What follows belongs to an exercise in optimizing a design on an open flow for small area; a production flow would make more cautious choices. Function was checked by simulation only, so behaviour that the tests miss may differ from the original. Power and IR drop assume default switching activity.

==> flow/design.v (excerpt) <==
module labibus_core (
    input  wire         clk,
    input  wire         rst,
    input  wire         host_valid,
    output wire         host_ready,
    input  wire [1:0]   host_op,
    input  wire [7:0]   host_id,
    input  wire [15:0]  host_poll,
    input  wire [127:0] host_desc,
    input  wire [4:0]   host_desc_len,
    input  wire [63:0]  host_unit,
    input  wire [3:0]   host_unit_len,
    input  wire [31:0]  host_value,
    input  wire         rx_valid,
    input  wire [7:0]   rx_data,
    output wire         rx_ready,
    input  wire         turn_elapsed,
    input  wire         settle_elapsed,
    output wire         tx_valid,
    output reg  [7:0]   tx_data,
    input  wire         tx_ready,
    output wire         txc_clr,
    input  wire         txc,
    output reg          de,
    output reg          de_oe,
    output reg          uart_cfg_valid
);
==> flow/config.mk <==
export PLATFORM = sky130hd
export DESIGN_NAME = labibus_core
export DESIGN_NICKNAME = labibus_core
export VERILOG_FILES = /design/flow/design.v
export SDC_FILE = /design/flow/constraint.sdc
export NUM_CORES = 4
export LEC_CHECK = 0
export CAP_MARGIN = 20
export CORE_MARGIN = 2
export CORE_UTILIZATION = 45
export CTS_BUF_LIST = sky130_fd_sc_hd__clkbuf_4 sky130_fd_sc_hd__clkbuf_8
export CTS_CLUSTER_DIAMETER = 50
export CTS_CLUSTER_SIZE = 20
export PLACE_DENSITY = 0.65
export SLEW_MARGIN = 20
==> flow/constraint.sdc <==
create_clock -name core_clock -period 20.0 [get_ports {clk}]
set_input_delay 4.0000 -clock core_clock [delete_from_list [all_inputs] [get_ports {clk}]]
set_output_delay 4.0000 -clock core_clock [all_outputs]
set_load 0.01 [all_outputs]
standard.sh (not shown) runs the stock make flow with config.mk's settings and CLKGATE_MAP_FILE= SYNTH_SCRIPT=/design/flow/synth_recipe.tcl, a recipe that flattens the netlist after the stock synthesis.
==> flow/flow/run.sh <==
#!/bin/bash
# Standard layout, with two changes: the port buffers are the smallest
# buffer cell, and clock tree synthesis inserts no dummy loads.
set -euo pipefail
export BUFFER_PORTS_ARGS="-buffer_cell sky130_fd_sc_hd__buf_1"
export CTS_ARGS="-sink_clustering_enable -repair_clock_nets -dont_use_dummy_load -sink_clustering_size 20 -sink_clustering_max_diameter 50 -buf_list {sky130_fd_sc_hd__clkbuf_4 sky130_fd_sc_hd__clkbuf_8}"
bash standard.sh > standard_flow.log 2>&1
The starting point passed the timing, design-rule and antenna checks.
Rerun with:
--- a/flow/flow/run.sh
+++ b/flow/flow/run.sh
@@ -6 +6 @@
-export CTS_ARGS="-sink_clustering_enable -repair_clock_nets -dont_use_dummy_load -sink_clustering_size 20 -sink_clustering_max_diameter 50 -buf_list {sky130_fd_sc_hd__clkbuf_4 sky130_fd_sc_hd__clkbuf_8}"
+export CTS_ARGS="-sink_clustering_enable -repair_clock_nets -dont_use_dummy_load -sink_clustering_size 24 -sink_clustering_max_diameter 30 -buf_list {sky130_fd_sc_hd__clkbuf_8}"
CORE_UTILIZATION = 60   (was 45)
CTS_BUF_LIST = default   (was sky130_fd_sc_hd__clkbuf_4 sky130_fd_sc_hd__clkbuf_8)
CTS_CLUSTER_DIAMETER = default   (was 50)
CTS_CLUSTER_SIZE = default   (was 20)
PLACE_DENSITY = 0.75   (was 0.65)
After rerunning: Routed wire length grows slightly. Design area grows slightly. Synthesized area does not change. Total power rose by a little under a tenth. Worst setup slack is worse by 0.028 ns. Maximum frequency shrinks slightly. First-iteration DRC count rose by well over a third. Synthesized cell count is unchanged. Sequential power is about the same.

labibus_core, a different RTL version from the one above (not shown whole).
For scale: ~3,400 cells after synthesis, ~2,100 flip-flops, ~290 I/O pins, roughly 51,000 um^2 of cells after synthesis.
clock: 20.0 ns
lec_check: 0
cap_margin: 20
core_margin: 2
core_utilization: 45
place_density: 0.65
slew_margin: 20
==> flow/flow/run.sh <==
#!/bin/bash
set -euo pipefail
export BUFFER_PORTS_ARGS="-buffer_cell sky130_fd_sc_hd__buf_1"
export CTS_ARGS="-sink_clustering_enable -repair_clock_nets -dont_use_dummy_load -sink_clustering_size 13 -sink_clustering_max_diameter 36 -buf_list {sky130_fd_sc_hd__clkbuf_4}"
bash standard.sh > standard_flow.log 2>&1
The starting point went through all stages and came out clean.
Edit:
==> flow/flow/run.sh (replaced) <==
#!/bin/bash
set -euo pipefail
export BUFFER_PORTS_ARGS="-buffer_cell sky130_fd_sc_hd__buf_1"
export CTS_ARGS="-sink_clustering_enable -repair_clock_nets -dont_use_dummy_load -sink_clustering_size 11 -sink_clustering_max_diameter 40 -buf_list {sky130_fd_sc_hd__clkbuf_4}"
bash standard.sh > standard_flow.log 2>&1
After rerunning:
- worst setup slack loses 0.0047 ns
- worst hold slack hardly moves
- critical path depth does not change
- power rises by 0.86%
- via count rises by 0.75%
- register-to-register slack gains 0.10 ns
- sequential cell count is unchanged
Edit:
==> flow/flow/run.sh (replaced) <==
#!/bin/bash
set -euo pipefail
export BUFFER_PORTS_ARGS="-buffer_cell sky130_fd_sc_hd__buf_1"
export CTS_ARGS="-sink_clustering_enable -repair_clock_nets -dont_use_dummy_load -sink_clustering_size 12 -sink_clustering_max_diameter 40 -buf_list {sky130_fd_sc_hd__clkbuf_4}"
bash standard.sh > standard_flow.log 2>&1
Flip-flop and latch count stays the same; cell count barely changes; worst setup slack gets worse by 0.031 ns; routed wire length hardly moves; design area is about the same; power shrinks slightly; non-clock buffer count stays the same; clock power fell by a few percent; sequential power is about the same; fmax is lower slightly; count of clock-buffer cells in the layout fell by 15.

[what the ideal ports hide]
How much do the figures lean on ideal ports? The routed layouts below were timed once more, with nothing changed but the port constraints. Step 1 assumes that a clkbuf_16 drives the clock port and a buf_2 every other input. Step 2 adds t to the input delays and takes it off the output delays; t is the mean of the earliest and latest rising clock arrival at the registers after step 1. Input paths then give back, and output paths get back, about the clock's delay inside the block. Three values: ideal, step 1, step 2; two values: the first two.
run | shift t [ns] | setup slack, ns | worst register clock-pin slew, ns | worst data-port slew with drivers (ns)
the first run of note 1 | 0.832 | 11.126 / 11.090 / 11.090 | 0.11 / 0.11 | 0.10
the second run of note 1 | 0.874 | 11.098 / 11.072 / 11.072 | 0.11 / 0.11 | 0.12
the first run of note 2 | 1.066 | 11.205 / 11.183 / 11.183 | 0.12 / 0.12 | 0.08
the second run of note 2 | 1.053 | 11.200 / 11.179 / 11.179 | 0.11 / 0.11 | 0.15
the third run of note 2 | 1.078 | 11.169 / 11.148 / 11.148 | 0.12 / 0.12 | 0.08
After both steps every run listed still meets setup and hold. For the first run of note 1, which loses most, drivers alone change the setup slack by -0.036 ns; drivers and shift together by -0.036 ns.
